This is an optimization exercise on Yosys and OpenROAD, whose aim is small area, not a production implementation.
At most, simulation tests tie the RTL to the original design; equivalence was not proved.
No functional check of the RTL was part of run 8.
Power is estimated from default activity; no workload was simulated.

==> design.v <==
module framer_rx (
    input  wire        clk,
    input  wire        rst,
    input  wire        in_valid,
    input  wire [7:0]  in_byte,
    input  wire        in_exhaust,
    output reg         ev_valid,
    output wire [2:0]  ev,
    output wire [2:0]  st,
    output reg         frm_byte_valid,
    output wire [7:0]  frm_byte,
    output wire [16:0] frm_len,
    output wire [31:0] frm_crc_rx,
    output wire [31:0] frm_crc_calc,
    output wire [2:0]  hdr_version,
    output wire        hdr_packet_type,
    output wire        hdr_sec_hdr_flag,
    output wire [10:0] hdr_apid,
    output wire [1:0]  hdr_seq_flags,
    output wire [13:0] hdr_seq_count,
    output wire [15:0] hdr_data_length,
    output wire [47:0] hdr_timing_info,
    output wire [7:0]  hdr_segment_number,
    output wire [7:0]  hdr_function_code,
    output wire [15:0] hdr_address_code
);
    localparam [2:0] S_IDLE  = 3'd0;
    localparam [2:0] S_SYNC  = 3'd1;
    localparam [2:0] S_PHDR  = 3'd2;
    localparam [2:0] S_SHDR  = 3'd3;
    localparam [2:0] S_DATA  = 3'd4;
    localparam [2:0] S_T1    = 3'd5;
    localparam [2:0] S_T2    = 3'd6;
    localparam [2:0] S_T3    = 3'd7;
    localparam [15:0] N_START = 16'hFFFD;
    reg  [2:0]   s;
    reg  [15:0]  n;           
    reg  [31:0]  crc;         
    reg  [15:0]  last2;       
    reg  [127:0] hdr;         
    reg  [2:0]   e;           
    reg          mm;          
    wire feed   = in_valid;
    wire [7:0] lb = last2[7:0];
    wire [31:0] crc_rx = {n, last2};
    wire [15:0] dlen = hdr[95:80];
    wire in_idle  = (s == S_IDLE);
    wire in_sync  = (s == S_SYNC);
    wire in_phdr  = (s == S_PHDR);
    wire in_shdr  = (s == S_SHDR);
    wire in_data  = (s == S_DATA);
    wire in_trail = s[2] & (s[1] | s[0]);
    wire in_hdr   = in_phdr | in_shdr;
    wire in_frame = s[2] | s[1];
    wire match     = (lb == 8'h55) && (in_byte == 8'hAA);
    wire n_is_2    = n[1] & ~n[0] & ~n[2];    
    wire n_is_12   = n[3] & n[2];             
    wire n_is_dlen = (n == 16'hFFF2);        
    wire short_len = ({lb, in_byte} < 16'd13);
    reg  [7:0] crc_byte;
    always @* begin
        case (s[1:0])
            2'd0: crc_byte = crc[31:24];
            2'd1: crc_byte = crc[23:16];
            2'd2: crc_byte = crc[15:8];
            default: crc_byte = crc[7:0];
        endcase
    end
    wire byte_ne = (in_byte != crc_byte);
    wire [31:0] crc_next;
    wire x0 = crc[0] ^ in_byte[0];
    wire x1 = crc[1] ^ in_byte[1];
    wire x2 = crc[2] ^ in_byte[2];
    wire x3 = crc[3] ^ in_byte[3];
    wire x4 = crc[4] ^ in_byte[4];
    wire x5 = crc[5] ^ in_byte[5];
    wire x6 = crc[6] ^ in_byte[6];
    wire x7 = crc[7] ^ in_byte[7];
    wire p0 = x0 ^ x1;
    wire p1 = x2 ^ x5;
    wire p2 = x3 ^ x6;
    wire p3 = x4 ^ x7;
    wire p4 = p0 ^ x4;
    wire p5 = x5 ^ x6;
    wire p6 = x1 ^ x7;
    wire p7 = x0 ^ x4;
    wire p8 = p1 ^ p2;
    wire p9 = p2 ^ p3;
    wire p10 = p3 ^ x1;
    wire p11 = p10 ^ x3;
    wire p12 = x2 ^ x3;
    wire p13 = p1 ^ p3;
    wire p14 = p0 ^ x7;
    assign crc_next[0] = ~(crc[8] ^ x2);
    assign crc_next[1] = crc[9] ^ x0 ^ x3;
    assign crc_next[2] = ~(crc[10] ^ p4);
    assign crc_next[3] = ~(crc[11] ^ p1 ^ x1);
    assign crc_next[4] = crc[12] ^ p2 ^ x0 ^ x2;
    assign crc_next[5] = crc[13] ^ p11;
    assign crc_next[6] = crc[14] ^ x4 ^ x5;
    assign crc_next[7] = ~(crc[15] ^ p5 ^ x0);
    assign crc_next[8] = ~(crc[16] ^ p6 ^ x6);
    assign crc_next[9] = ~(crc[17] ^ x7);
    assign crc_next[10] = ~(crc[18] ^ x2);
    assign crc_next[11] = ~(crc[19] ^ x3);
    assign crc_next[12] = crc[20] ^ p7;
    assign crc_next[13] = ~(crc[21] ^ p0 ^ x5);
    assign crc_next[14] = ~(crc[22] ^ x1 ^ x2 ^ x6);
    assign crc_next[15] = ~(crc[23] ^ p12 ^ x7);
    assign crc_next[16] = crc[24] ^ p12 ^ p7;
    assign crc_next[17] = ~(crc[25] ^ p4 ^ x3 ^ x5);
    assign crc_next[18] = crc[26] ^ p1 ^ p4 ^ x6;
    assign crc_next[19] = crc[27] ^ p6 ^ p8;
    assign crc_next[20] = crc[28] ^ p9;
    assign crc_next[21] = crc[29] ^ p13;
    assign crc_next[22] = crc[30] ^ p8;
    assign crc_next[23] = crc[31] ^ p9;
    assign crc_next[24] = p13 ^ x0;
    assign crc_next[25] = ~(p0 ^ p8);
    assign crc_next[26] = p0 ^ p9 ^ x2;
    assign crc_next[27] = p11 ^ x5;
    assign crc_next[28] = ~(p5 ^ p7);
    assign crc_next[29] = p14 ^ p5;
    assign crc_next[30] = ~(p14 ^ x6);
    assign crc_next[31] = ~(p6);
    always @(posedge clk) begin
        if (rst) begin
            s              <= S_IDLE;
            ev_valid       <= 1'b0;
            frm_byte_valid <= 1'b0;
        end else begin
            ev_valid       <= in_valid | in_exhaust;
            frm_byte_valid <= feed & in_frame;
            if (feed) begin
                case (s)
                    S_IDLE:  s <= S_SYNC;
                    S_SYNC:  if (match) s <= S_PHDR;
                    S_PHDR:  if (n_is_2) s <= short_len ? S_IDLE : S_SHDR;
                    S_SHDR:  if (n_is_12) s <= S_DATA;
                    S_DATA:  if (n_is_dlen) s <= S_T1;
                    S_T1:    s <= S_T2;
                    S_T2:    s <= S_T3;
                    default: s <= S_IDLE;
                endcase
            end else if (in_exhaust) begin
                s <= S_IDLE;
            end
        end
    end
    always @(posedge clk) begin
        e[0] <= feed & ((in_sync & ~match) | ((s == S_T3) & (mm | byte_ne)));
        e[1] <= feed & (s == S_T3);
        e[2] <= feed & in_phdr & n_is_2 & short_len;
        if (feed)
            mm <= (mm & in_trail) | byte_ne;
        if (feed)
            last2 <= {last2[7:0], in_byte};
        if (feed & in_hdr)
            hdr <= {hdr[119:0], in_byte};
        if (in_idle | in_sync)
            n <= N_START;
        else if (in_trail)
            begin if (feed) n <= {n[7:0], last2[15:8]}; end
        else if (feed)
            n <= (in_shdr & n_is_12) ? ~hdr[87:72] : n + 16'd1;
        if (in_idle | in_sync)
            crc <= 32'd0;
        else if (feed & (in_hdr | (in_data & ~n_is_dlen)))
            crc <= crc_next;
    end
    assign st           = {s[2], s[1] & ~s[2], s[0] & ~s[2]};
    assign ev           = e;
    assign frm_byte     = lb;
    assign frm_crc_rx   = crc_rx;
    assign frm_crc_calc = crc;
    assign frm_len      = {1'b0, dlen} + 17'd7;
    assign hdr_version        = hdr[127:125];
    assign hdr_packet_type    = hdr[124];
    assign hdr_sec_hdr_flag   = hdr[123];
    assign hdr_apid           = hdr[122:112];
    assign hdr_seq_flags      = hdr[111:110];
    assign hdr_seq_count      = hdr[109:96];
    assign hdr_data_length    = hdr[95:80];
    assign hdr_timing_info    = hdr[79:32];
    assign hdr_segment_number = hdr[31:24];
    assign hdr_function_code  = hdr[23:16];
    assign hdr_address_code   = hdr[15:0];
endmodule
==> flow/run.sh <==
#!/bin/bash
# The standard layout (standard.sh), with these changes:
#  - after floorplan, combinational cells are swapped to their smallest
#    drive strength (flow/downsize.tcl); later repair upsizes where needed;
#  - ports are buffered with sky130_fd_sc_hd__buf_1 instead of the larger
#    cell buffer_ports picks by default;
#  - CTS uses small clock buffers and inserts no dummy loads.
export POST_FLOORPLAN_TCL=$PWD/flow/downsize.tcl
export BUFFER_PORTS_ARGS="-buffer_cell sky130_fd_sc_hd__buf_1"
export CTS_ARGS="-repair_clock_nets -dont_use_dummy_load -buf_list {sky130_fd_sc_hd__clkbuf_2 sky130_fd_sc_hd__clkbuf_4 sky130_fd_sc_hd__clkbuf_8}"
bash standard.sh > standard.log 2>&1
==> flow/downsize.tcl <==
# Run after floorplan (POST_FLOORPLAN_TCL): swap every combinational cell that
# synthesis upsized for timing back to the smallest cell of the same function
# (same name with another drive-strength suffix). Later repair steps upsize
# again where timing needs it.
set db [ord::get_db]
set lib_masters {}
foreach lib [$db getLibs] {
  foreach m [$lib getMasters] {
    dict set lib_masters [$m getName] $m
  }
}
set dont_use $::env(DONT_USE_CELLS)
set swapped 0
foreach inst [[ord::get_db_block] getInsts] {
  set m [$inst getMaster]
  set name [$m getName]
  if {[$m getType] ne "CORE"} { continue }
  if {![regexp {^(sky130_fd_sc_hd__[a-z0-9]+)_([0-9]+)$} $name -> base drive]} { continue }
  # leave sequential cells and buffers as they are
  if {[regexp {__(df|edf|sdf|sedf|dl|buf|clk|conb|tap|fill|decap)} $base]} { continue }
  set area [expr {[$m getWidth] * [$m getHeight]}]
  set best ""
  foreach d {0 1 2} {
    set cand "${base}_$d"
    if {$cand eq $name} { continue }
    if {![dict exists $lib_masters $cand]} { continue }
    if {[lsearch -exact $dont_use $cand] >= 0} { continue }
    set cm [dict get $lib_masters $cand]
    set ca [expr {[$cm getWidth] * [$cm getHeight]}]
    if {$ca < $area} { set area $ca; set best $cand }
  }
  if {$best ne ""} {
    replace_cell [$inst getName] $best
    incr swapped
  }
}
puts "downsize: swapped $swapped cells"
==> standard.sh <==
#!/bin/bash
# synth_recipe.tcl (not shown) runs the flow's synth.tcl, then flattens the netlist and writes it again
# the make line also repeats each setting of config.mk as NAME=value (left out here)
make -C /OpenROAD-flow-scripts/flow DESIGN_CONFIG=/design/flow/config.mk WORK_HOME=/design/flow/orfs CLKGATE_MAP_FILE= SYNTH_SCRIPT=/design/flow/synth_recipe.tcl "${@:-finish}"
==> config.mk <==
export PLATFORM = sky130hd
export DESIGN_NAME = framer_rx
export DESIGN_NICKNAME = framer_rx
export VERILOG_FILES = /design/flow/design.v
export SDC_FILE = /design/flow/constraint.sdc
export NUM_CORES = 4
export LEC_CHECK = 0
export CAP_MARGIN = 20
export CORE_MARGIN = 2
export CORE_UTILIZATION = 65
export SLEW_MARGIN = 20
==> constraint.sdc <==
create_clock -name core_clock -period 5.0 [get_ports {clk}]
set_input_delay 1.0000 -clock core_clock [delete_from_list [all_inputs] [get_ports {clk}]]
set_output_delay 1.0000 -clock core_clock [all_outputs]
set_load 0.01 [all_outputs]
==> reports/qor.yml, run 1 <==
outcome: "finished clean"
hold_path.startpoint: "hdr[103]"
fin_setup_tns_ps: 0
antenna_left: 0
slowest_stage: "edfxtp_1"
finalHoldViolations: 0
dieArea_um2: 13800
crit_path_frequent_cell: "nand3_1"
syn_avg_cell_area_um2: 13.4
grt_pass1_vias: 5641
period_needed_ps: 3160
p_sw_frac: 0.231
io_buffers: 236
wl_per_cell_um: 19.3
power_density_nw_per_um2: 305
critPathKind: "register to output pin"
reg2reg_slack_ps: 2140
period_share: 0.631
syn_inst: 623
clock-sinks: 201
wirelength_mm: 19.7
synth_warnings: 1
final_common_cell: "buf_1"
path_clk_slew_ps: 80
p_clk_frac: 0.265
min_to: "hdr[111]"
hold_slack_ps: 440
path_cells: "nand3_1, nand2b_1, nor2_1, nand3_1, xnor2_1, buf_1"
io-pin-count: 237
fp-row-count: 41
async_flop_share: 0
grt_usage: 0.285
finalWeightedCongestion: 0.897
worstPathMaxFanout: 7
viasPerCell: 5.79
r2r_start: "s[0]"
yosysTopAreaCell: "edfxtp_1"
finalNetCount: 864
hold_path_class: "register to register"
synth_edf_count: 145
max_freq_mhz: 317
grt_pass1_wl_mm: 30.6
crit_arrival_ps: 2160
cts_resized: 0
antenna_cells: 0
skew_ps: 40.5
critPathLaunchType: "register"
synth_ff_type: "edfxtp_1"
critical_path_buf_inv_count: 1
grt_max_degree: 79
first_iter_violations: 478
htree_levels: 4
hold_buffers: 0
vias: 5899
hold-path-cell-count: 0
antenna_found_initial: 0
cp-end-kind: "output pin"
start_util: 0.664
total_power_w: 0.00288
tightest_slew_ps: 1080
p_comb_frac: 0.094
p_int_w: 0.00222
clock_latency_ps: 460
cts_buffer_depth: 2
hpwlAfterDp_mm: 14.1
yosysSeqAreaShare: 0.654
maxSlewHeadroom: 0.279
synth_nets: 638
vdd_drop_max_uv: 233
core_area_um2: 12600
drv_cap: 0
slowest_delay_ps: 570
first_pass_iters: 4
reg2reg_depth: 5
cts-root-buf: "clkbuf_8"
pwr-share-seq: 0.641
layout_common_cells: "buf_1 (235), edfxtp_1 (145), xnor2_1 (77)"
drc_errors: 0
die_width_um: 118
post_cts_buffers: 0
p_switching_w: 0.000667
die_h_um: 118
ys_ff_latch: 201
synth_top_area_share: 0.520
final_layout_size_suffix_gt1_frac: 0.0484
cts_tree: "yes"
r2r_end: "n[0]"
synthesis.area_um2: 8380
rsz0062_at_grt: "no"
synth_area_leaders: "edfxtp_1 (52%), dfxtp_1 (13%), xnor2_1 (6.4%)"
overflow: 0
numCtsBuffers: 17
crit_start: "hdr[83]"
ys_types: 55
required_ps: 4000
leakage_nw: 2.99
crit_family: "simple AND/OR/NAND/NOR gates"
area.growth.synth_to_final_pct: 12.9
drv_slew: 0
setup_violations: 0
## registers in the layout, indices dropped and copies added, names as in the netlist
| register | count |
|---|---|
| mm | 1 |
| ev_valid | 1 |
| s | 3 |
| crc | 32 |
| hdr | 128 |
| e | 3 |
| frm_byte_valid | 1 |
| n | 16 |
| last2 | 16 |
## stage by stage
| stage | std cells | area, um^2 | util | setup slack (ps) |
|---|---|---|---|---|
| 6_report | 1019 | 9460 | 0.749 | 1840 |
| 5_1_grt | 1019 | 9460 | 0.749 | 1660 |
| 4_1_cts | 1019 | 9460 | 0.749 | 1800 |
| 3_5_place_dp | 1002 | 9220 | 0.731 | 1760 |
| 3_3_place_gp | 1002 | 9220 | 0.731 | 1890 |
| 2_1_floorplan | 623 | 8380 | - | 1200 |
## power by group through the flow
stage | Combinational, W | Clock, W | Sequential (W)
6_report | 0.000272 | 0.000764 | 0.00185
5_1_grt | 0.000293 | 0.000840 | 0.00185
4_1_cts | 0.000270 | 0.000783 | 0.00185
3_5_place_dp | 0.000269 | 0 | 0.00189
3_3_place_gp | 0.000266 | 0 | 0.00188
2_1_floorplan | 0.000194 | 0 | 0.00189
## area by class of cell
type	count	area [um^2]
Tap cell	172	215
Clock buffer	17	234
Inverter	8	30.0
Timing Repair Buffer	244	947
Sequential cell	201	5480
Multi-Input combinational cell	377	2550
Fill cell	881	3160
## per-layer routing
metal  GRT usage  up-vias  share of wire
met5           0        -              0
met4       0.111        0          0.023
met3      0.0635       33          0.072
met2       0.480      292           0.51
met1       0.364     2872           0.40
li1            -     2702              -
## cells in the mapped netlist, types with 6 or more instances
cell type and n:
xor2_1 22, buf_2 8, buf_4 10, clkbuf_1 18
edfxtp_1 145, inv_1 8, xnor2_1 61, o21ai_0 24
dfxtp_1 56, xnor2_2 15, nand2_1 50, a21oi_1 25
nand4_1 10, a211oi_1 8, o211ai_1 7, and3_1 6
mux4_2 8, nor2_1 37, a31oi_1 8, nor3_1 14
nand3_1 25
## kinds of logic (layout without fill, tap and decap cells)
logic type / count (synthesis) / after routing / synth area share
buffers and inverters: 45 / 269 / 0.0258
multiplexers: 10 / 10 / 0.0242
flip-flops: 201 / 201 / 0.654
AND/OR/NAND/NOR: 166 / 166 / 0.0959
AO/OA/AOI/OAI: 99 / 99 / 0.0768
XOR/XNOR: 99 / 99 / 0.119
adder cells (fa/ha/maj): 3 / 3 / 0.00448
## how the worst max path moves through the flow
stage | slack, ps | cells past startpoint | end
2_1_floorplan | 1200 | 5 | s[0]
4_1_cts | 1800 | 8 | frm_len[12]
3_5_place_dp | 1760 | 5 | crc[2]
3_3_place_gp | 1890 | 5 | crc[30]
6_report | 1840 | 6 | frm_len[12]
5_1_grt | 1660 | 8 | frm_len[14]
==> run 2: changes to the inputs <==
==> flow/run.sh (replaced) <==
#!/bin/bash
# The standard layout (standard.sh), with these changes:
#  - synthesis maps logic with an area-oriented ABC script (flow/synth.tcl);
#  - after floorplan, combinational cells are swapped to their smallest
#    drive strength (flow/downsize.tcl); later repair upsizes where needed;
#  - ports are buffered with sky130_fd_sc_hd__buf_1 instead of the larger
#    cell buffer_ports picks by default;
#  - CTS uses small clock buffers and inserts no dummy loads.
export FLOW_WORK=$PWD
export MY_ABC_SCRIPT=$PWD/flow/abc_area.script
export POST_FLOORPLAN_TCL=$PWD/flow/downsize.tcl
export BUFFER_PORTS_ARGS="-buffer_cell sky130_fd_sc_hd__buf_1"
export CTS_ARGS="-repair_clock_nets -dont_use_dummy_load -buf_list {sky130_fd_sc_hd__clkbuf_2 sky130_fd_sc_hd__clkbuf_4 sky130_fd_sc_hd__clkbuf_8}"
sed "s#SYNTH_SCRIPT=[^ ]*#SYNTH_SCRIPT=$PWD/flow/synth.tcl#" standard.sh > flow_standard.sh
grep -q "SYNTH_SCRIPT=$PWD/flow/synth.tcl" flow_standard.sh || { echo "could not set SYNTH_SCRIPT" >&2; exit 1; }
bash flow_standard.sh > standard.log 2>&1
==> flow/abc_area.script (new file) <==
strash
dch -f
amap
topo
dnsize
==> flow/synth.tcl (new file) <==
# The standard flow's synthesis script (synth_recipe.tcl), with ABC's logic mapping run
# with flow/abc_area.script (area-oriented) instead of ORFS's speed script.
# Flip-flops are mapped before ABC runs, so registers are unchanged.
proc abc {args} {
  set i [lsearch -exact $args -script]
  if {$i >= 0} {
    set args [lreplace $args $i [expr {$i + 1}] -script $::env(MY_ABC_SCRIPT)]
  }
  yosys abc {*}$args
}
source $::env(FLOW_WORK)/synth_recipe.tcl
==> reports/qor.yml, run 2 <==
outcome: "finished clean"
setup_violations: 0
io-pin-count: 237
slowest_delay_ps: 490
grt_pass1_vias: 6624
post_cts_buffers: 0
synth_warnings: 1
area.growth.synth_to_final_pct: 17.3
max_freq_mhz: 242
hold_path.startpoint: "hdr[40]"
finalWeightedCongestion: 0.927
worstPathMaxFanout: 5
dieArea_um2: 13400
antenna_found_initial: 0
hpwlAfterDp_mm: 16.9
ys_types: 31
grt_pass1_wl_mm: 35.3
die_h_um: 116
min_to: "hdr[48]"
overflow: 0
total_power_w: 0.00323
crit_path_frequent_cell: "nor2_1"
vias: 7097
finalNetCount: 959
synth_area_leaders: "edfxtp_1 (54%), dfxtp_1 (14%), o22ai_1 (5.5%)"
hold_path_class: "register to register"
regMostFlops: "hdr"
period_share: 0.825
cts_resized: 0
drc_errors: 0
period_needed_ps: 4130
rsz0062_at_grt: "no"
yosysTopAreaCell: "edfxtp_1"
path_clk_slew_ps: 100
tightest_slew_ps: 1060
first_iter_violations: 950
htree_levels: 4
vdd_drop_max_uv: 270
largest_reg_flops: 128
cts-root-buf: "clkbuf_8"
yosysMostFrequentCell: "edfxtp_1"
fp-row-count: 40
required_ps: 4000
die_width_um: 116
numCtsBuffers: 17
path_cells: "clkinv_1, nor2_1, nand2_1, nor3_1, clkinv_1, nor3_1, nand3_1, nor2_1, clkinv_1, nor2_1, nor2_1, a21oi_1, buf_1"
grt_max_degree: 86
start_util: 0.670
skew_ps: 20.3
synth_top_area_share: 0.537
hold-path-cell-count: 0
wl_per_cell_um: 21.5
antenna_cells: 0
critPathLaunchType: "register"
ys_ff_latch: 201
grt_usage: 0.352
final_common_cell: "buf_1"
r2r_start: "s[1]"
reg2reg_depth: 7
cts_tree: "yes"
synth_nets: 699
syn_inst: 684
yosysSeqAreaShare: 0.675
cp-end-kind: "output pin"
cts_buffer_depth: 2
synth_ff_type: "edfxtp_1"
fin_setup_tns_ps: 0
synthTopCellsByCount: "edfxtp_1 (145), clkinv_1 (103), o22ai_1 (71), nor2_1 (60), dfxtp_1 (56)"
drv_cap: 0
clock-sinks: 201
top_regs: "hdr: 128 flops, crc: 32 flops"
io_buffers: 236
critPathKind: "register to output pin"
first_pass_iters: 5
r2r_end: "mm"
drv_slew: 0
synthesis.area_um2: 8110
layout_common_cells: "buf_1 (235), edfxtp_1 (145), clkinv_1 (102)"
worst_slack_ps: 875
core_area_um2: 12100
power_density_nw_per_um2: 339
place_ws_ps: 766
crit_arrival_ps: 3130
reg2reg_slack_ps: 1460
leakage_nw: 3.03
async_flop_share: 0
fill_cells: 809
viasPerCell: 6.39
clock_latency_ps: 460
wirelength_mm: 23.9
maxSlewHeadroom: 0.296
finalHoldViolations: 0
slowest_stage: "edfxtp_1"
hold_buffers: 0
synth_edf_count: 145
syn_avg_cell_area_um2: 11.9
final_layout_size_suffix_gt1_frac: 0.0372
antenna_left: 0
-- run 2: changes by cell type after synthesis, sizes merged, moves of 18 or more --
cell    previous run  this run
clkinv             0       103
xnor2             77         1
xor2              22         0
o221a              0        19
clkbuf            18         0
o22ai              0        71
nor2              37        60
-- run 2: layer usage --
layer | GRT usage | up-vias | wire length, um
met2 | 0.596 | 562 | 12000
met3 | 0.0811 | 88 | 2540
met1 | 0.422 | 3318 | 8400
li1 | - | 3129 | -
met4 | 0.189 | 0 | 925
met5 | 0 | - | 0
-- run 2: how the worst max path moves through the flow --
stage / to / depth (start not counted) / start / slack (ps)
after floorplan: crc[13] / 5 / in_valid / 9
after global placement: crc[18] / 11 / in_byte[0] / 960
after detailed placement: crc[18] / 11 / in_byte[0] / 770
after CTS: frm_len[15] / 13 / hdr[81] / 940
after global routing: frm_len[15] / 13 / hdr[83] / 750
final: frm_len[15] / 13 / hdr[83] / 870
-- run 2: final cells by class --
cell class	instances	area (um^2)	area share
inverters	103	413	0.0434
repair buffers	250	992	0.104
flip-flops and latches	201	5480	0.575
clock buffers	17	234	0.0246
multi-input cells	371	2190	0.230
well taps	168	210	0.0221
-- run 2: cell families after synthesis --
kind of cell | Yosys count | share of synthesized area
XOR/XNOR | 1 | 0.00108
buffers and inverters | 112 | 0.0560
AO/OA/AOI/OAI | 211 | 0.178
AND/OR/NAND/NOR | 156 | 0.0847
adder cells (fa/ha/maj) | 3 | 0.00463
flip-flops | 201 | 0.675
-- run 2: worst max-delay path: cells and delay by family, from the launching register on --
family          cells  cell delay (ps)
compound gates      1              130
simple gates        8             1490
flops               1              490
buf+inv             4              550
-- run 2: where the power goes --
part / switching, W / internal, W
registers: 0.0000803 / 0.00188
clock network: 0.000479 / 0.000302
logic: 0.000344 / 0.000150
-- run 2: through the flow --
step / util / instance area (um^2) / hold WS (ps) / instances
after floorplan: - / 8140 / 499 / 684
after global placement: 0.766 / 9270 / 427 / 1092
after detailed placement: 0.766 / 9270 / 434 / 1092
after CTS: 0.785 / 9510 / 451 / 1109
after global routing: 0.786 / 9510 / 463 / 1110
final: 0.786 / 9510 / 446 / 1110
==> run 3: changes to the inputs <==
==> flow/abc_area.script (replaced) <==
strash
dch -f
map -a
topo
dnsize
==> reports/qor.yml, run 3 <==
reg2reg_slack_ps: 1520
cts_resized: 0
cp-end-kind: "output pin"
yosysMostFrequentCell: "edfxtp_1"
synth_area_leaders: "edfxtp_1 (53%), dfxtp_1 (14%), xor2_1 (7.1%)"
first_pass_iters: 5
dieArea_um2: 13400
maxSlewHeadroom: 0.346
synth_edf_count: 145
wl_per_cell_um: 17.8
cts_tree: "yes"
setup_violations: 0
grt_usage: 0.287
synth_nets: 677
yosysTopAreaCell: "edfxtp_1"
final_common_cell: "buf_1"
synth_warnings: 1
ys_types: 26
total_power_w: 0.00321
yosysSeqAreaShare: 0.673
crit_arrival_ps: 2760
area.growth.synth_to_final_pct: 16.3
cts_buffer_depth: 2
viasPerCell: 5.63
cts-root-buf: "clkbuf_8"
antenna_cells: 0
syn_inst: 662
power_density_nw_per_um2: 339
finalWeightedCongestion: 0.914
skew_ps: 31.8
fin_setup_tns_ps: 0
wirelength_mm: 19.3
vdd_drop_max_uv: 264
grt_use_met2: 0.476
worstPathMaxFanout: 4
path_clk_slew_ps: 80
leakage_nw: 3.13
outcome: "finished clean"
post_cts_buffers: 0
top_regs: "hdr: 128 flops, crc: 32 flops"
fill_cells: 816
period_share: 0.753
hold_path_class: "register to register"
rsz0062_at_grt: "no"
syn_avg_cell_area_um2: 12.3
fp-row-count: 40
required_ps: 4000
tightest_slew_ps: 980
placed_area_um2: 9230
grt.busiest_layer: "met2"
async_flop_share: 0
met1_usage: 0.369
synthTopCellsByCount: "edfxtp_1 (145), xor2_1 (66), clkinv_1 (61), o21ai_0 (59), dfxtp_1 (56)"
period_needed_ps: 3760
io-pin-count: 237
clock_latency_ps: 470
antenna_left: 0
grt_pass1_wl_mm: 29.0
grt_pass1_vias: 5539
hpwlAfterDp_mm: 14.1
clock-sinks: 201
antenna_found_initial: 0
overflow: 0
first_iter_violations: 518
grt_max_degree: 81
die_width_um: 116
critPathKind: "register to output pin"
max_freq_mhz: 266
regMostFlops: "hdr"
dp.cells: 1064
grt.met3_usage: 0.0795
die_h_um: 116
io_buffers: 236
drc_errors: 0
core_area_um2: 12100
layout_common_cells: "buf_1 (235), edfxtp_1 (145), xor2_1 (66)"
numCtsBuffers: 17
synthesis.area_um2: 8140
critPathLaunchType: "register"
htree_levels: 4
start_util: 0.672
vias: 6086
final_layout_size_suffix_gt1_frac: 0.0318
hold_buffers: 0
drv_slew: 0
finalHoldViolations: 0
ys_ff_latch: 201
hold_slack_ps: 438
synth_ff_type: "edfxtp_1"
instances_no_fill: 1081
finalNetCount: 930
synth_top_area_share: 0.535
final_area_um2: 9470
largest_reg_flops: 128
drv_cap: 0
[run 3: cells by family (layout without fill, tap and decap cells)]
group / count (synthesis) / in the layout / synth area share
compound gates: 146 / 146 / 0.103
xor+xnor: 100 / 100 / 0.108
fa+ha+maj: 3 / 3 / 0.00461
buf+inv: 70 / 321 / 0.0364
flops: 201 / 201 / 0.673
mux: 2 / 2 / 0.00246
simple gates: 140 / 140 / 0.0738
[run 3: report_power, final]
group	switching (W)	internal, W	total [W]
Clock	0.000460	0.000301	0.000761
Sequential	0.0000664	0.00188	0.00194
Combinational	0.000340	0.000163	0.000503
[run 3: metal layers]
| layer | up-vias | wire length [um] |
|---|---|---|
| met5 | - | 0 |
| met2 | 327 | 9660 |
| met3 | 34 | 1780 |
| met1 | 2883 | 7470 |
| met4 | 0 | 375 |
| li1 | 2842 | - |
[run 3: critical path: stages, from the launching register on]
cell and delay, ps:
edfxtp_1 420, clkinv_1 150, ha_1 250, clkinv_1 50, o21ai_0 110, nor3_1 290, nand2_1 80, nor2_1 190
nand3_1 150, nor2_1 170, nand4_1 120, xor2_1 150, buf_1 180
[run 3: area by class of cell]
class | count | area (um^2) | area share
timing repair buffer | 243 | 940 | 0.0992
multi-input combinational | 391 | 2380 | 0.251
sequential | 201 | 5480 | 0.578
clock buffer | 17 | 234 | 0.0247
tap | 168 | 210 | 0.0222
inverter | 61 | 229 | 0.0242
[run 3: path summary, 6_finish.rpt]
kind / startpoint / to / cells past startpoint
max: hdr[80] / frm_len[14] / 12
min: hdr[103] / hdr[111] / 0
max reg2reg: n[10] / crc[2] / 12
min reg2reg: hdr[103] / hdr[111] / 0
[run 3: per-stage QoR]
stage,setup slack (ps),utilization
floorplan,127,-
global placement,1440,0.762
detailed placement,1220,0.762
CTS,1240,0.782
global route,938,0.782
finish,1240,0.782
==> run 4: changes to the inputs <==
==> flow/abc_area.script (replaced) <==
strash
map -a
==> reports/qor.yml, run 4 <==
outcome: "finished clean"
leakage_nw: 3.27
grt_pass1_wl_mm: 33.1
post_cts_buffers: 0
placed_area_um2: 9690
cts_tree: "yes"
period_share: 0.716
syn_avg_cell_area_um2: 11.1
grt_max_degree: 53
hold_buffers: 0
antenna_found_initial: 0
vdd_drop_max_uv: 243
synth_nets: 789
drv_cap: 0
slowest_delay_ps: 820
reg2reg_depth: 10
fin_setup_tns_ps: 0
hpwlAfterDp_mm: 16.0
finalHoldViolations: 0
first_pass_iters: 5
maxSlewHeadroom: 0.379
synth_edf_count: 145
viasPerCell: 5.67
yosysMostFrequentCell: "edfxtp_1"
rsz0062_at_grt: "no"
cp-end-kind: "register"
critPathKind: "register to register"
ys_types: 30
final_common_cell: "buf_1"
path_clk_slew_ps: 110
first_iter_violations: 656
vias: 6782
hold_path_class: "register to register"
crit_arrival_ps: 3910
antenna_cells: 0
drv_slew: 0
worstPathMaxFanout: 33
final_util: 0.780
path_cells: "clkinv_1, nor2_1, clkinv_1, nor2_1, a211oi_1, nor2_1, buf_4, clkinv_1, nand2_1, a21oi_1"
finalNetCount: 1042
slowest_stage: "clkinv_1"
grt_usage: 0.309
start_util: 0.673
synthesis.area_um2: 8570
htree_levels: 4
synth_area_leaders: "edfxtp_1 (51%), dfxtp_1 (13%), xor2_1 (8.4%)"
setup_violations: 0
core_area_um2: 12700
reg2reg_slack_ps: 1420
wirelength_mm: 21.7
regMostFlops: "hdr"
synth_top_area_share: 0.508
antenna_left: 0
io-pin-count: 237
top_regs: "hdr: 128 flops, crc: 32 flops"
final_area_um2: 9920
fp-row-count: 41
layout_common_cells: "buf_1 (235), edfxtp_1 (145), nand2_1 (111)"
critPathLaunchType: "register"
cts-root-buf: "clkbuf_8"
synth_ff_type: "edfxtp_1"
power_density_nw_per_um2: 293
synth_warnings: 1
min_to: "hdr[39]"
max_freq_mhz: 279
tightest_slew_ps: 925
cts_resized: 0
required_ps: 5330
yosysSeqAreaShare: 0.639
overflow: 0
largest_reg_flops: 128
hold_path.startpoint: "hdr[31]"
skew_ps: 37.7
clock-sinks: 201
synthTopCellsByCount: "edfxtp_1 (145), nand2_1 (111), clkinv_1 (87), xor2_1 (82), nor2_1 (69)"
drc_errors: 0
period_needed_ps: 3580
finalWeightedCongestion: 0.943
async_flop_share: 0
yosysTopAreaCell: "edfxtp_1"
r2r_start: "s[0]"
dieArea_um2: 14100
final_layout_size_suffix_gt1_frac: 0.0351
fill_cells: 917
ys_ff_latch: 201
area.growth.synth_to_final_pct: 15.8
die_h_um: 119
io_buffers: 236
syn_inst: 774
wl_per_cell_um: 18.1
numCtsBuffers: 17
r2r_end: "crc[3]"
cts_buffer_depth: 2
clock_latency_ps: 470
grt_pass1_vias: 6116
hold-path-cell-count: 0
die_width_um: 119
run 4: cell types whose count changed in the layout (fill, tap and decap cells not counted), sizes merged, moves of 10 or more:
cell    change
xnor2      -19
o21ai      -20
nand2      +58
nor2       +25
clkinv     +27
xor2       +16
nor4       +10
run 4: cells by family after synthesis:
| family | share of synthesized area |
|---|---|
| AOI/OAI and AO/OA | 0.0879 |
| xor gates and xnor gates | 0.0992 |
| adders and majority gates | 0.00438 |
| buffers and inverters | 0.0460 |
| DFF | 0.639 |
| and+or+nand+nor | 0.123 |
run 4: worst max path at each step:
stage                   end  slack [ps]        from
floorplan            hdr[0]         930        s[1]
global placement    crc[26]        1590  in_byte[3]
detailed placement  crc[22]        1490  in_byte[2]
CTS                  crc[3]        1530        s[0]
global route         crc[3]        1070        s[0]
finish               crc[3]        1420        s[0]
run 4: final cells by class:
type	instances	area, um^2	area share
clock buffer	17	234	0.0236
inverter	87	327	0.0329
multi-input combinational	477	2700	0.273
sequential	201	5480	0.552
tap	172	215	0.0217
timing repair buffer	243	965	0.0973
run 4: worst max-delay path: cells and delay by family (launching register included):
kind | cells | cell delay [ps]
compound gates | 2 | 220
buf+inv | 4 | 1670
flops | 1 | 420
simple gates | 4 | 1150
run 4: routing by layer:
layer	part of all wire	GRT usage	up-vias
met3	0.083	0.0632	36
met2	0.52	0.534	397
met4	0.020	0.108	0
met5	0	0	-
met1	0.38	0.389	3188
li1	-	-	3161
run 4: power by group:
| group | total [W] | switching [W] | internal [W] |
|---|---|---|---|
| logic | 0.000293 | 0.000198 | 0.0000953 |
| clock network | 0.000769 | 0.000468 | 0.000301 |
| registers | 0.00184 | 0.0000339 | 0.00181 |
run 4: per-stage QoR:
stage	total power (W)	std cells	setup WS, ps	hold WS (ps)
2_1_floorplan	0.00207	774	929	494
3_3_place_gp	0.00216	1180	1590	426
3_5_place_dp	0.00217	1180	1490	430
4_1_cts	0.00291	1197	1530	450
5_1_grt	0.00300	1197	1070	458
6_report	0.00290	1197	1420	449
==> run 5: changes to the inputs <==
==> flow/abc_area.script (replaced) <==
&get -n
&st
&dch
&nf
&st
&syn2
&if -g -K 6
&synch2
&nf
&put
topo
dnsize
==> reports/qor.yml, run 5 <==
slowest_stage: "dfxtp_1"
crit_family: "compound AO/OA/AOI/OAI gates"
synth_compound_area_frac: 0.0758
fill_cells: 806
path_clk_slew_ps: 80
reg2reg_slack_ps: 1510
grt_max_degree: 70
synth_mux_area_frac: 0.0285
worst_slack_ps: 1510
dieArea_um2: 13400
crit_cells: 6
first_iter_violations: 508
yosysTopAreaCell: "edfxtp_1"
start_util: 0.672
grt_usage: 0.295
drv_slew: 0
final_layout_size_suffix_gt1_frac: 0.0401
largest_reg_flops: 128
synth_top_family_by_area: "XOR/XNOR gates"
fin_setup_tns_ps: 0
critPathKind: "register to register"
hold_buffers: 0
leakage_nw: 2.96
cts_buffer_depth: 2
ys_types: 44
post_cts_buffers: 0
first_pass_iters: 7
synthTopCellsByCount: "edfxtp_1 (145), xnor2_1 (78), dfxtp_1 (56), nand2_1 (40), a21oi_1 (35)"
finalWeightedCongestion: 0.883
drv_cap: 0
cp-end-kind: "register"
io-pin-count: 237
vias: 6027
synth-simple-area-share: 0.0968
crit_start: "s[1]"
synth_area_leaders: "edfxtp_1 (54%), dfxtp_1 (14%), xnor2_1 (8.4%)"
numCtsBuffers: 17
r2r_start: "s[1]"
reg2reg_depth: 6
hold_path_class: "register to register"
grt_pass1_wl_mm: 29.3
syn_avg_cell_area_um2: 13.6
slowest_delay_ps: 990
period_needed_ps: 3490
top_regs: "hdr: 128 flops, crc: 32 flops"
drc_errors: 0
clock-sinks: 201
htree_levels: 4
finalHoldViolations: 0
final_common_cell: "buf_1"
maxSlewHeadroom: 0.318
required_ps: 5360
cts-root-buf: "clkbuf_8"
hpwlAfterDp_mm: 13.9
syn_inst: 597
outcome: "finished clean"
fp-row-count: 40
grt_pass1_vias: 5493
async_flop_share: 0
finalNetCount: 864
overflow: 0
synth-adder-area-share: 0.00461
skew_ps: 46.2
core_area_um2: 12100
path_cells: "nor2b_1, nand2_1, inv_4, a21o_1, nor2_1, a211oi_1"
wirelength_mm: 19.9
period_share: 0.699
vdd_drop_max_uv: 251
antenna_cells: 0
setup_violations: 0
synth_ff_type: "edfxtp_1"
io_buffers: 236
yosysMostFrequentCell: "edfxtp_1"
synth_warnings: 1
worstPathMaxFanout: 63
endpoint: "crc[10]"
critical_path_buf_inv_count: 1
antenna_found_initial: 0
max_freq_mhz: 286
cts_tree: "yes"
synth_edf_count: 145
r2r_end: "crc[10]"
place_ws_ps: 1170
synthesis.area_um2: 8130
wl_per_cell_um: 19.6
synth_top_area_share: 0.535
yosysSeqAreaShare: 0.673
area.growth.synth_to_final_pct: 16.3
power_density_nw_per_um2: 301
crit_arrival_ps: 3850
synth_nets: 612
viasPerCell: 5.94
rsz0062_at_grt: "no"
cts_resized: 0
critPathLaunchType: "register"
regMostFlops: "hdr"
die_h_um: 116
clock_latency_ps: 480
synth_xor_area_frac: 0.109
tightest_slew_ps: 1020
hold-path-cell-count: 0
ys_ff_latch: 201
antenna_left: 0
layout_common_cells: "buf_1 (235), edfxtp_1 (145), xnor2_1 (78)"
die_width_um: 116
run 5: changes by cell type after synthesis, moves of 12 or more:
cell      delta
nor2_1      -37
nand2_1     -71
nor4_1      -13
nor3_1      +14
xor2_1      -59
xnor2_1     +63
clkinv_1    -78
a21oi_1     -22
o21ai_0     -12
run 5: where the power goes:
part	total, W	switching, W	internal (W)	leakage, nW
clock network	0.000766	0.000465	0.000301	0.122
logic	0.000242	0.000151	0.0000916	1.07
registers	0.00184	0.0000351	0.00181	1.77
run 5: metal layers:
layer,share of wire,wire length (um),GRT usage,up-vias
met2,0.51,10200,0.497,360
met4,0.022,434,0.119,0
met1,0.38,7510,0.375,2914
met5,0,0,0,-
met3,0.089,1780,0.0659,35
li1,-,-,-,2718
run 5: cell families (layout without fill, tap and decap cells):
| logic type | after synthesis | after routing |
|---|---|---|
| buffers and inverters | 18 | 268 |
| adder cells (fa/ha/maj) | 3 | 3 |
| multiplexers | 13 | 13 |
| XOR/XNOR | 101 | 101 |
| flip-flops | 201 | 201 |
| AO/OA/AOI/OAI | 101 | 101 |
| AND/OR/NAND/NOR | 160 | 160 |
run 5: cell type report:
cell class / count / area (um^2) / area share
Multi-Input combinational cell: 378 / 2570 / 0.272
Timing Repair Buffer: 242 / 932 / 0.0986
Tap cell: 168 / 210 / 0.0222
Clock buffer: 17 / 234 / 0.0247
Inverter: 9 / 36.3 / 0.00384
Sequential cell: 201 / 5480 / 0.579
run 5: stage by stage:
step / area, um^2 / power, W / instances / util / hold slack [ps]
floorplan: 8140 / 0.00204 / 597 / - / 499
global placement: 9220 / 0.00211 / 998 / 0.761 / 426
detailed placement: 9220 / 0.00212 / 998 / 0.761 / 431
CTS: 9460 / 0.00286 / 1015 / 0.781 / 438
global route: 9460 / 0.00294 / 1015 / 0.781 / 442
finish: 9460 / 0.00285 / 1015 / 0.781 / 432
run 5: how the worst min path moves through the flow:
stage	from	to	slack, ps
after global placement	hdr[4]	hdr[12]	430
after CTS	hdr[97]	hdr[105]	440
after detailed placement	hdr[59]	hdr[67]	430
final	hdr[97]	hdr[105]	430
after floorplan	hdr[96]	hdr[104]	500
after global routing	hdr[97]	hdr[105]	440
run 5: worst reg2reg max path: cells and delay by family (launching register included):
| kind | cells | cell delay [ps] |
|---|---|---|
| compound gates | 2 | 1120 |
| buf+inv | 1 | 610 |
| simple gates | 3 | 670 |
| flops | 1 | 990 |
==> run 6: changes to the inputs <==
==> flow/abc_area.script (replaced) <==
&get -n
&st
&dch
&nf
&put
topo
dnsize
==> reports/qor.yml, run 6 <==
start_util: 0.670
critical_path_buf_inv_count: 2
clock-sinks: 201
grt_pass1_wl_mm: 29.6
finalHoldViolations: 0
critPathLaunchType: "register"
synth_edf_count: 145
top_regs: "hdr: 128 flops, crc: 32 flops"
cp-end-kind: "output pin"
die_width_um: 115
skew_ps: 38.6
crit_path_frequent_cell: "nand4_1"
final_layout_size_suffix_gt1_frac: 0.0418
first_iter_violations: 579
vias: 5928
synth_area_leaders: "edfxtp_1 (54%), dfxtp_1 (14%), xnor2_1 (7.6%)"
numCtsBuffers: 17
synth_warnings: 1
crit_arrival_ps: 2620
overflow: 0
yosysSeqAreaShare: 0.678
ys_types: 39
cts-root-buf: "clkbuf_8"
area.growth.synth_to_final_pct: 16.4
cts_resized: 0
post_cts_buffers: 0
path_clk_slew_ps: 80
period_needed_ps: 3620
clock_latency_ps: 460
htree_levels: 4
synth_top_area_share: 0.539
power_density_nw_per_um2: 303
largest_reg_flops: 128
instances_no_fill: 1005
crit_family: "simple AND/OR/NAND/NOR gates"
finalWeightedCongestion: 0.909
antenna_left: 0
hold_path_class: "register to register"
dp.cells: 988
cts_buffer_depth: 2
fp-row-count: 40
io_buffers: 236
period_share: 0.725
dieArea_um2: 13300
async_flop_share: 0
grt_pass1_vias: 5455
vdd_drop_max_uv: 273
drv_cap: 0
cts_tree: "yes"
outcome: "finished clean"
yosysMostFrequentCell: "edfxtp_1"
yosysTopAreaCell: "edfxtp_1"
antenna_found_initial: 0
tightest_slew_ps: 1060
syn_inst: 585
path_cells: "clkinv_1, ha_1, nand2b_1, and3_1, nand4_1, nor2_1, nand4_1, xnor2_1, buf_1"
hpwlAfterDp_mm: 14.5
leakage_nw: 3.04
max_freq_mhz: 276
synth_ff_type: "edfxtp_1"
drc_errors: 0
syn_avg_cell_area_um2: 13.8
viasPerCell: 5.90
critPathKind: "register to output pin"
layout_common_cells: "buf_1 (235), edfxtp_1 (145), xnor2_1 (70)"
required_ps: 4000
io-pin-count: 237
slowest_delay_ps: 510
slowest_stage: "edfxtp_1"
maxSlewHeadroom: 0.290
final_common_cell: "buf_1"
core_area_um2: 12100
regMostFlops: "hdr"
antenna_cells: 0
wirelength_mm: 20.1
grt_max_degree: 71
synth_nets: 600
place_ws_ps: 1550
drv_slew: 0
rsz0062_at_grt: "no"
worst_slack_ps: 1380
first_pass_iters: 6
grt_usage: 0.302
finalNetCount: 854
wl_per_cell_um: 20.0
die_h_um: 115
setup_violations: 0
synthesis.area_um2: 8080
worstPathMaxFanout: 6
ys_ff_latch: 201
synthTopCellsByCount: "edfxtp_1 (145), xnor2_1 (70), o21ai_0 (65), dfxtp_1 (56), a21oi_1 (49)"
fin_setup_tns_ps: 0
hold_buffers: 0
-- run 6: cell families (layout without fill, tap and decap cells) --
| group | Yosys count | after routing | share of synthesized area |
|---|---|---|---|
| muxes | 11 | 11 | 0.0262 |
| adders and majority gates | 3 | 3 | 0.00465 |
| DFF | 201 | 201 | 0.678 |
| AOI/OAI and AO/OA | 136 | 136 | 0.0920 |
| buffers and inverters | 17 | 269 | 0.0121 |
| and+or+nand+nor | 111 | 111 | 0.0722 |
| xor gates and xnor gates | 106 | 106 | 0.115 |
-- run 6: final timing paths --
check | startpoint | endpoint | slack [ps] | cells past startpoint
max | hdr[80] | frm_len[14] | 1380 | 9
min | hdr[52] | hdr[60] | 450 | 0
max reg2reg | s[1] | hdr[86] | 1830 | 4
min reg2reg | hdr[52] | hdr[60] | 450 | 0
-- run 6: power breakdown --
part           switching [W]  internal [W]  total, W  leakage (nW)
logic               0.000157     0.0000916  0.000249          1.14
clock network       0.000452      0.000301  0.000753         0.122
registers          0.0000384       0.00181   0.00185          1.77
-- run 6: worst reg2reg max path, stage by stage (launching register included) --
cell and delay [ps]:
dfxtp_1 930, nor2b_1 310, and2_4 180, buf_4 650
buf_4 720
-- run 6: through the flow --
step | utilization | total power, W | hold slack [ps] | area (um^2)
after floorplan | - | 0.00204 | 468 | 8080
after global placement | 0.760 | 0.00212 | 430 | 9170
after detailed placement | 0.760 | 0.00213 | 433 | 9170
after CTS | 0.780 | 0.00286 | 452 | 9400
after global routing | 0.780 | 0.00294 | 454 | 9400
final | 0.780 | 0.00285 | 445 | 9400
-- run 6: cell type report --
type	instances	area, um^2
Sequential cell	201	5480
Fill cell	775	2660
Multi-Input combinational cell	367	2510
Timing Repair Buffer	244	947
Clock buffer	17	234
Tap cell	168	210
Inverter	8	30.0
-- run 6: layer usage --
metal	vias up	global-route usage	part of all wire
li1	2700	-	-
met1	2855	0.380	0.37
met2	332	0.515	0.52
met3	41	0.0643	0.086
met4	0	0.120	0.026
met5	-	0	0
==> run 7: changes to the inputs <==
--- a/config.mk
+++ b/config.mk
@@ -7,5 +7,5 @@
 export LEC_CHECK = 0
 export CAP_MARGIN = 20
 export CORE_MARGIN = 2
-export CORE_UTILIZATION = 65
+export CORE_UTILIZATION = 72
 export SLEW_MARGIN = 20
==> reports/qor.yml, run 7 <==
htree_levels: 4
max_freq_mhz: 274
synth_ff_type: "edfxtp_1"
crit_arrival_ps: 2650
critical_path_buf_inv_count: 2
grt_max_degree: 72
vias: 6408
finalWeightedCongestion: 0.977
io-pin-count: 237
final_layout_size_suffix_gt1_frac: 0.0453
final_common_cell: "buf_1"
cts_buffer_depth: 2
final_util: 0.862
grt.busiest_layer: "met2"
fin_setup_tns_ps: 0
synth_nets: 600
reg2reg_slack_ps: 1670
clock-sinks: 201
skew_ps: 39.0
grt_use_met2: 0.669
area.growth.synth_to_final_pct: 16.2
core_area_um2: 10900
outcome: "finished clean"
ys_ff_latch: 201
dp.cells: 962
yosysSeqAreaShare: 0.678
synth_edf_count: 145
drv_slew: 0
r2r_start: "s[1]"
critPathKind: "register to output pin"
regMostFlops: "hdr"
grt.met3_usage: 0.0860
hold_buffers: 0
wl_per_cell_um: 23.7
start_util: 0.742
total_power_w: 0.00288
path_cells: "clkinv_1, ha_1, nand2b_1, and3_1, nand4_1, nor2_1, nand3_1, xnor2_1, buf_1"
required_ps: 4000
hold_path.startpoint: "hdr[51]"
drv_cap: 0
maxSlewHeadroom: 0.320
setup_violations: 0
grt_pass1_wl_mm: 33.2
antenna_found_initial: 0
largest_reg_flops: 128
die_h_um: 110
power_density_nw_per_um2: 307
hold_slack_ps: 434
post_cts_buffers: 0
syn_inst: 585
hpwlAfterDp_mm: 16.2
viasPerCell: 6.55
async_flop_share: 0
fp-row-count: 38
cts_tree: "yes"
top_regs: "hdr: 128 flops, crc: 32 flops"
finalHoldViolations: 0
grt_pass1_vias: 5850
hold_path_class: "register to register"
period_share: 0.731
synth_warnings: 1
synthesis.area_um2: 8080
period_needed_ps: 3650
dieArea_um2: 12100
syn_avg_cell_area_um2: 13.8
instances_no_fill: 979
antenna_cells: 0
crit_family: "simple AND/OR/NAND/NOR gates"
synthTopCellsByCount: "edfxtp_1 (145), xnor2_1 (70), o21ai_0 (65), dfxtp_1 (56), a21oi_1 (49)"
synth_area_leaders: "edfxtp_1 (54%), dfxtp_1 (14%), xnor2_1 (7.6%)"
layout_common_cells: "buf_1 (235), edfxtp_1 (145), xnor2_1 (70)"
numCtsBuffers: 17
critPathLaunchType: "register"
cts_resized: 0
ys_types: 39
leakage_nw: 3.05
path_clk_slew_ps: 110
drc_errors: 0
yosysMostFrequentCell: "edfxtp_1"
crit_start: "hdr[80]"
synth_top_area_share: 0.539
finalNetCount: 856
io_buffers: 236
wirelength_mm: 23.2
first_pass_iters: 7
clock_latency_ps: 470
slowest_delay_ps: 520
tightest_slew_ps: 1020
yosysTopAreaCell: "edfxtp_1"
worstPathMaxFanout: 6
cts-root-buf: "clkbuf_8"
vdd_drop_max_uv: 222
slowest_stage: "edfxtp_1"
overflow: 0
antenna_left: 0
met1_usage: 0.456
rsz0062_at_grt: "no"
grt_usage: 0.387
die_width_um: 110
cp-end-kind: "output pin"
first_iter_violations: 838
==> run 7: per-layer routing <==
| layer | vias to the layer above | part of all wire |
|---|---|---|
| met5 | - | 0 |
| met4 | 0 | 0.055 |
| met3 | 119 | 0.12 |
| met2 | 587 | 0.51 |
| met1 | 3006 | 0.32 |
| li1 | 2696 | - |
==> run 7: kinds of logic after synthesis <==
group | count (synthesis) | share of synthesized area
adder cells (fa/ha/maj) | 3 | 0.00465
AND/OR/NAND/NOR | 111 | 0.0722
AO/OA/AOI/OAI | 136 | 0.0920
multiplexers | 11 | 0.0262
XOR/XNOR | 106 | 0.115
flip-flops | 201 | 0.678
buffers and inverters | 17 | 0.0121
==> run 7: stage by stage <==
stage	setup slack, ps	cell area (um^2)
after floorplan	651	8080
after global placement	1760	9150
after detailed placement	1510	9150
after CTS	1340	9380
after global routing	1190	9390
final	1350	9390
==> run 7: final cells by class <==
cell class / count / area (um^2)
multi-input cells: 367 / 2510
flip-flops and latches: 201 / 5480
clock buffers: 17 / 234
inverters: 8 / 30.0
well taps: 140 / 175
repair buffers: 246 / 962
fillers: 516 / 1500
==> run 7: power breakdown <==
group	total, W	switching [W]	internal, W
Clock	0.000768	0.000467	0.000301
Sequential	0.00185	0.0000413	0.00181
Combinational	0.000262	0.000169	0.0000930
Total	0.00288	0.000677	0.00220
==> run 7: final timing paths <==
| check | endpoint | cells past startpoint |
|---|---|---|
| setup / recovery | frm_len[12] | 9 |
| hold / removal | hdr[59] | 0 |
| setup reg to reg | hdr[73] | 4 |
| hold reg to reg | hdr[59] | 0 |
==> run 8: changes to the inputs <==
--- a/design.v
+++ b/design.v
@@ -55,7 +55,7 @@
     wire match     = (lb == 8'h55) && (in_byte == 8'hAA);
     wire n_is_2    = n[1] & ~n[0] & ~n[2];    
     wire n_is_12   = n[3] & n[2];             
-    wire n_is_dlen = (n == 16'hFFF2);        
+    wire n_is_dlen = (n == dlen);
     wire short_len = ({lb, in_byte} < 16'd13);
     reg  [7:0] crc_byte;
     always @* begin
@@ -162,7 +162,7 @@
         else if (in_trail)
             begin if (feed) n <= {n[7:0], last2[15:8]}; end
         else if (feed)
-            n <= (in_shdr & n_is_12) ? ~hdr[87:72] : n + 16'd1;
+            n <= n + 16'd1;
         if (in_idle | in_sync)
             crc <= 32'd0;
         else if (feed & (in_hdr | (in_data & ~n_is_dlen)))
--- a/flow/run.sh
+++ b/flow/run.sh
@@ -10,7 +10,7 @@
 export MY_ABC_SCRIPT=$PWD/flow/abc_area.script
 export POST_FLOORPLAN_TCL=$PWD/flow/downsize.tcl
 export BUFFER_PORTS_ARGS="-buffer_cell sky130_fd_sc_hd__buf_1"
-export CTS_ARGS="-repair_clock_nets -dont_use_dummy_load -buf_list {sky130_fd_sc_hd__clkbuf_2 sky130_fd_sc_hd__clkbuf_4 sky130_fd_sc_hd__clkbuf_8}"
+export CTS_ARGS="-sink_clustering_enable -repair_clock_nets -dont_use_dummy_load -buf_list {sky130_fd_sc_hd__clkbuf_2 sky130_fd_sc_hd__clkbuf_4 sky130_fd_sc_hd__clkbuf_8}"
 sed "s#SYNTH_SCRIPT=[^ ]*#SYNTH_SCRIPT=$PWD/flow/synth.tcl#" standard.sh > flow_standard.sh
 grep -q "SYNTH_SCRIPT=$PWD/flow/synth.tcl" flow_standard.sh || { echo "could not set SYNTH_SCRIPT" >&2; exit 1; }
 bash flow_standard.sh > standard.log 2>&1
==> flow/abc_area.script (replaced) <==
strash
dch -f
amap
topo
dnsize
--- a/config.mk
+++ b/config.mk
@@ -7,5 +7,5 @@
 export LEC_CHECK = 0
 export CAP_MARGIN = 20
 export CORE_MARGIN = 2
-export CORE_UTILIZATION = 72
+export CORE_UTILIZATION = 40
 export SLEW_MARGIN = 20
==> reports/qor.yml, run 8 <==
outcome: "finished clean"
hpwlAfterDp_mm: 16.7
yosysSeqAreaShare: 0.677
yosysTopAreaCell: "edfxtp_1"
io_buffers: 236
tightest_slew_ps: 962
vdd_drop_max_uv: 192
synth_nets: 693
viasPerCell: 5.37
layout_common_cells: "buf_1 (235), edfxtp_1 (145), clkinv_1 (94)"
period_share: 0.892
synth_edf_count: 145
io-pin-count: 237
setup_violations: 0
first_iter_violations: 628
htree_levels: 2
cts_resized: 0
r2r_start: "crc[0]"
ys_ff_latch: 201
final_common_cell: "buf_1"
required_ps: 4000
fp-row-count: 52
synthTopCellsByCount: "edfxtp_1 (145), clkinv_1 (96), nor2_1 (59), dfxtp_1 (56), o22ai_1 (56)"
clock-sinks: 201
synth_area_leaders: "edfxtp_1 (54%), dfxtp_1 (14%), clkinv_1 (4.5%)"
first_pass_iters: 5
area.growth.synth_to_final_pct: 22.8
synth_top_area_share: 0.539
worstPathMaxFanout: 5
period_needed_ps: 4460
clock_latency_ps: 520
hold_slack_ps: 439
grt_max_degree: 61
synth_warnings: 1
die_h_um: 146
antenna_left: 0
synth_top_family_by_area: "compound AO/OA/AOI/OAI gates"
synth_xor_area_frac: 0.00217
path_cells: "clkinv_1, ha_1, clkinv_1, o21ai_0, nor2_1, nand2_1, nor3_1, clkinv_1, nor3_1, clkinv_1, nor3_1, clkinv_1, nor2_1, clkinv_1, a22oi_1, buf_1"
finalWeightedCongestion: 0.896
seqCellArea_um2: 5480
drv_cap: 0
final_util: 0.496
crit_arrival_ps: 3460
p_switching_w: 0.00130
cp-end-kind: "output pin"
post_cts_buffers: 0
max_freq_mhz: 224
rsz0062_at_grt: "no"
synthesis.area_um2: 8090
start_util: 0.403
synth-simple-area-share: 0.0737
yosysMostFrequentCell: "edfxtp_1"
hold_path_class: "register to register"
critPathKind: "register to output pin"
p_int_w: 0.00285
hold_path.startpoint: "hdr[45]"
die_width_um: 146
antenna_cells: 0
p_clk_frac: 0.296
regMostFlops: "hdr"
numCtsBuffers: 36
ys_types: 29
syn_avg_cell_area_um2: 11.9
drv_slew: 0
wirelength_mm: 23.4
slowest_delay_ps: 430
path_clk_slew_ps: 50
synth_mux_area_frac: 0
p_comb_frac: 0.204
fin_setup_tns_ps: 0
final_area_um2: 9930
synth_compound_area_frac: 0.189
final_layout_size_suffix_gt1_frac: 0.0635
grt_pass1_vias: 6156
drc_errors: 0
syn_inst: 678
p_sw_frac: 0.313
multi_input_area_um2: 2200
cts-root-buf: "clkbuf_8"
antenna_found_initial: 0
overflow: 0
top_regs: "hdr: 128 flops, crc: 32 flops"
leakage_nw: 3.16
cts_buffer_depth: 3
placed_area_um2: 9440
crit_path_frequent_cell: "clkinv_1"
hold_buffers: 0
crit_start: "hdr[80]"
power_density_nw_per_um2: 418
pwr-share-seq: 0.501
wl_per_cell_um: 19.0
critPathLaunchType: "register"
dieArea_um2: 21400
finalNetCount: 978
synth-adder-area-share: 0.00464
synth_ff_type: "edfxtp_1"
grt_pass1_wl_mm: 35.6
largest_reg_flops: 128
skew_ps: 44.8
cts_tree: "yes"
maxSlewHeadroom: 0.357
grt_usage: 0.214
core_area_um2: 20000
slowest_stage: "edfxtp_1"
finalHoldViolations: 0
vias: 6611
async_flop_share: 0
fill_cells: 1906
-- run 8: cell count changes after synthesis, sizes merged, moves of 16 or more --
| cell | change |
|---|---|
| o221ai | +17 |
| nand2 | +25 |
| o22ai | +56 |
| clkinv | +88 |
| nand4 | -17 |
| o21ai | -22 |
| nor2 | +37 |
| xnor2 | -68 |
| a22oi | +16 |
| o221a | +16 |
| xor2 | -36 |
-- run 8: worst paths after layout --
path	endpoint	slack, ps	depth (start not counted)
hold reg to reg	hdr[53]	440	0
hold / removal	hdr[53]	440	0
setup reg to reg	crc[17]	1540	11
setup / recovery	frm_len[14]	540	16
-- run 8: power groups by stage --
stage                     sequential (W)  combinational, W  clock (W)
final                            0.00208          0.000845    0.00123
after global routing             0.00209          0.000933    0.00134
after CTS                        0.00207          0.000842    0.00126
after detailed placement         0.00211          0.000840          0
after global placement           0.00210          0.000839          0
after floorplan                  0.00212          0.000488          0
-- run 8: through the flow --
stage               worst slack (ps)  power [W]  cells
global placement                 939    0.00294   1195
CTS                              496    0.00418   1231
finish                           539    0.00415   1231
detailed placement               680    0.00295   1195
floorplan                       4.78    0.00261    678
global route                     153    0.00436   1231
-- run 8: cell families after synthesis --
kind of cell	count (synthesis)
AO/OA/AOI/OAI	226
XOR/XNOR	2
adder cells (fa/ha/maj)	3
buffers and inverters	105
flip-flops	201
AND/OR/NAND/NOR	141
-- run 8: critical path: cells and delay by family (launching register included) --
| kind | cells | cell delay, ps |
|---|---|---|
| AOI/OAI and AO/OA | 2 | 270 |
| adders and majority gates | 1 | 240 |
| buffers and inverters | 7 | 870 |
| DFF | 1 | 430 |
| and+or+nand+nor | 6 | 1130 |
-- run 8: layout make-up --
cell class | instances | area share
repair buffers | 256 | 0.104
flip-flops and latches | 201 | 0.551
well taps | 270 | 0.0340
multi-input cells | 372 | 0.221
inverters | 96 | 0.0391
clock buffers | 36 | 0.0499
-- run 8: per-layer routing --
metal | vias up | GRT usage | routed length [um]
li1 | 3178 | - | -
met1 | 3092 | 0.284 | 9860
met2 | 304 | 0.353 | 11200
met3 | 37 | 0.0469 | 1920
met4 | 0 | 0.0641 | 442
met5 | - | 0 | 0
==> run 9: changes to the inputs <==
--- a/design.v
+++ b/design.v
@@ -55,7 +55,7 @@
     wire match     = (lb == 8'h55) && (in_byte == 8'hAA);
     wire n_is_2    = n[1] & ~n[0] & ~n[2];    
     wire n_is_12   = n[3] & n[2];             
-    wire n_is_dlen = (n == dlen);
+    wire n_is_dlen = (n == 16'hFFF2);        
     wire short_len = ({lb, in_byte} < 16'd13);
     reg  [7:0] crc_byte;
     always @* begin
@@ -162,7 +162,7 @@
         else if (in_trail)
             begin if (feed) n <= {n[7:0], last2[15:8]}; end
         else if (feed)
-            n <= n + 16'd1;
+            n <= (in_shdr & n_is_12) ? ~hdr[87:72] : n + 16'd1;
         if (in_idle | in_sync)
             crc <= 32'd0;
         else if (feed & (in_hdr | (in_data & ~n_is_dlen)))
==> flow/run.sh (replaced) <==
#!/bin/bash
# The standard layout (standard.sh), with these changes:
#  - synthesis maps logic with an area-oriented ABC script (flow/synth.tcl);
#  - after floorplan, combinational cells are swapped to their smallest
#    drive strength (flow/downsize.tcl); later repair upsizes where needed;
#  - ports are buffered with sky130_fd_sc_hd__buf_1 instead of the larger
#    cell buffer_ports picks by default;
#  - CTS uses small clock buffers, clusters of at most 18 sinks, and
#    inserts no dummy loads.
export FLOW_WORK=$PWD
export MY_ABC_SCRIPT=$PWD/flow/abc_area.script
export POST_FLOORPLAN_TCL=$PWD/flow/downsize.tcl
export BUFFER_PORTS_ARGS="-buffer_cell sky130_fd_sc_hd__buf_1"
export CTS_ARGS="-sink_clustering_enable -sink_clustering_size 18 -sink_clustering_max_diameter 60 -repair_clock_nets -dont_use_dummy_load -buf_list {sky130_fd_sc_hd__clkbuf_2 sky130_fd_sc_hd__clkbuf_4 sky130_fd_sc_hd__clkbuf_8}"
sed "s#SYNTH_SCRIPT=[^ ]*#SYNTH_SCRIPT=$PWD/flow/synth.tcl#" standard.sh > flow_standard.sh
grep -q "SYNTH_SCRIPT=$PWD/flow/synth.tcl" flow_standard.sh || { echo "could not set SYNTH_SCRIPT" >&2; exit 1; }
bash flow_standard.sh > standard.log 2>&1
==> flow/abc_area.script (replaced) <==
&get -n
&st
&dch
&nf
&put
topo
dnsize
--- a/config.mk
+++ b/config.mk
@@ -7,5 +7,5 @@
 export LEC_CHECK = 0
 export CAP_MARGIN = 20
 export CORE_MARGIN = 2
-export CORE_UTILIZATION = 40
+export CORE_UTILIZATION = 65
 export SLEW_MARGIN = 20
==> reports/qor.yml, run 9 <==
outcome: "finished clean"
hold_path_class: "register to register"
io-pin-count: 237
synth_xor_area_frac: 0.115
met1_usage: 0.380
grt_max_degree: 71
drc_errors: 0
synth_top_family_by_area: "XOR/XNOR gates"
cts-root-buf: "clkbuf_8"
fin_setup_tns_ps: 0
drv_cap: 0
synth_compound_area_frac: 0.0920
max_freq_mhz: 273
power_density_nw_per_um2: 301
antenna_found_initial: 0
ys_types: 39
core_area_um2: 12100
finalNetCount: 852
viasPerCell: 5.91
total_power_w: 0.00283
skew_ps: 30.4
start_util: 0.670
syn_avg_cell_area_um2: 13.8
yosysTopAreaCell: "edfxtp_1"
synth_warnings: 1
die_width_um: 115
htree_levels: 1
hold_buffers: 0
synth_ff_type: "edfxtp_1"
wl_per_cell_um: 19.9
fp-row-count: 40
cp-end-kind: "output pin"
critPathLaunchType: "register"
ys_ff_latch: 201
synth-adder-area-share: 0.00465
final_common_cell: "buf_1"
required_ps: 4000
finalHoldViolations: 0
syn_inst: 585
overflow: 0
hpwlAfterDp_mm: 14.5
synthTopCellsByCount: "edfxtp_1 (145), xnor2_1 (70), o21ai_0 (65), dfxtp_1 (56), a21oi_1 (49)"
yosysSeqAreaShare: 0.678
crit_path_frequent_cell: "and3_1"
top_regs: "hdr: 128 flops, crc: 32 flops"
clock_latency_ps: 470
drv_slew: 0
vias: 5930
die_h_um: 115
clock-sinks: 201
vdd_drop_max_uv: 259
critPathKind: "register to output pin"
synth_nets: 600
synth-simple-area-share: 0.0722
cts_buffer_depth: 3
finalWeightedCongestion: 0.909
crit_family: "simple AND/OR/NAND/NOR gates"
hold-path-cell-count: 0
grt_pass1_wl_mm: 29.9
regMostFlops: "hdr"
final_layout_size_suffix_gt1_frac: 0.0395
grt.met3_usage: 0.0502
first_pass_iters: 5
layout_common_cells: "buf_1 (235), edfxtp_1 (145), xnor2_1 (70)"
period_needed_ps: 3660
critical_path_buf_inv_count: 1
grt_usage: 0.294
leakage_nw: 3.02
grt_pass1_vias: 5521
antenna_left: 0
grt_use_met2: 0.519
slowest_stage: "o311ai_0"
final_util: 0.777
maxSlewHeadroom: 0.300
synthesis.area_um2: 8080
cts_tree: "yes"
post_cts_buffers: 0
path_cells: "o311ai_0, nor2_1, and3_1, and3_1, nand4_1, xnor2_1, buf_1"
antenna_cells: 0
numCtsBuffers: 15
tightest_slew_ps: 1050
wirelength_mm: 20.0
worstPathMaxFanout: 7
dieArea_um2: 13300
async_flop_share: 0
path_clk_slew_ps: 100
period_share: 0.731
area.growth.synth_to_final_pct: 16.1
reg2reg_depth: 4
grt.busiest_layer: "met2"
cts_resized: 0
first_iter_violations: 571
synth_top_area_share: 0.539
synth_area_leaders: "edfxtp_1 (54%), dfxtp_1 (14%), xnor2_1 (7.6%)"
yosysMostFrequentCell: "edfxtp_1"
placed_area_um2: 9170
io_buffers: 236
crit_cells: 7
slowest_delay_ps: 570
setup_violations: 0
final_area_um2: 9380
crit_arrival_ps: 2660
largest_reg_flops: 128
synth_edf_count: 145
rsz0062_at_grt: "no"
synth_mux_area_frac: 0.0262
-- run 9: changes by cell type in the layout (fill, tap and decap cells not counted), sizes merged, moves of 12 or more --
| cell | change |
|---|---|
| clkinv | -88 |
| nand4 | +17 |
| buf | -12 |
| a22oi | -16 |
| o221a | -16 |
| o21ai | +22 |
| clkbuf | -21 |
| xnor2 | +68 |
| o22ai | -56 |
| nor2 | -37 |
| xor2 | +36 |
| nand2 | -25 |
| o221ai | -17 |
| a221oi | -14 |
-- run 9: logic make-up (layout without fill, tap and decap cells) --
kind of cell | after synthesis | after routing
compound gates | 136 | 136
xor+xnor | 106 | 106
fa+ha+maj | 3 | 3
buf+inv | 17 | 267
flops | 201 | 201
mux | 11 | 11
simple gates | 111 | 111
-- run 9: metal layers --
metal	part of all wire	wire, um	vias to the layer above
li1	-	-	2703
met3	0.085	1710	36
met2	0.52	10300	334
met1	0.38	7510	2857
met4	0.022	442	0
met5	0	0	-
-- run 9: worst paths after layout --
check / from / endpoint / slack [ps]
worst max-delay path: hdr[82] / frm_len[15] / 1340
worst min-delay path: hdr[27] / hdr[35] / 420
worst max register to register: s[1] / hdr[86] / 1800
worst min register to register: hdr[27] / hdr[35] / 420
-- run 9: power by group --
part           internal, W  leakage [nW]  switching [W]
clock network     0.000272         0.108       0.000458
logic            0.0000916          1.14       0.000156
registers          0.00181          1.77      0.0000379
-- run 9: through the flow --
| stage | setup WS [ps] | std cells | hold WS (ps) |
|---|---|---|---|
| 3_3_place_gp | 1590 | 988 | 430 |
| 3_5_place_dp | 1550 | 988 | 433 |
| 6_report | 1340 | 1003 | 415 |
| 2_1_floorplan | 651 | 585 | 468 |
| 5_1_grt | 1130 | 1003 | 438 |
| 4_1_cts | 1340 | 1003 | 419 |
-- run 9: final cells by class --
type | instances | area, um^2
fillers | 772 | 2690
flip-flops and latches | 201 | 5480
clock buffers | 15 | 206
repair buffers | 244 | 947
well taps | 168 | 210
multi-input cells | 367 | 2510
inverters | 8 | 30.0
-- run 9: worst reg2reg max path: stages, from the launching register on --
cell	delay (ps)
dfxtp_1	940
nor2b_1	310
and2_4	180
buf_4	650
buf_4	730

[static timing again, ports no longer ideal]
The flow's constraints put no driver on any port. The routed layouts listed below were extracted and timed again, unchanged, in two steps.
Step 1, drivers: a clkbuf_16 drives clk and a buf_2 each remaining input, both assumed.
Step 2 also shifts input and output timing later by t, the mid clock arrival at the registers, as if the neighbouring blocks saw the same clock.
Slacks: ideal / step 1 / step 2; pairs: ideal / step 1.
run | t, ns | setup slack, ns
run 1 | 0.483 | 1.843 / 1.803 / 1.720
run 2 | 0.494 | 0.875 / 0.834 / 0.580
run 3 | 0.493 | 1.237 / 1.200 / 1.171
run 4 | 0.493 | 1.421 / 1.421 / 1.421
run 5 | 0.494 | 1.507 / 1.507 / 1.119
run 6 | 0.483 | 1.376 / 1.339 / 1.565
run 7 | 0.488 | 1.346 / 1.308 / 1.495
run 8 | 0.538 | 0.539 / 0.499 / 0.542
run 9 | 0.495 | 1.343 / 1.307 / 1.543
After both steps every run listed still meets setup and hold.
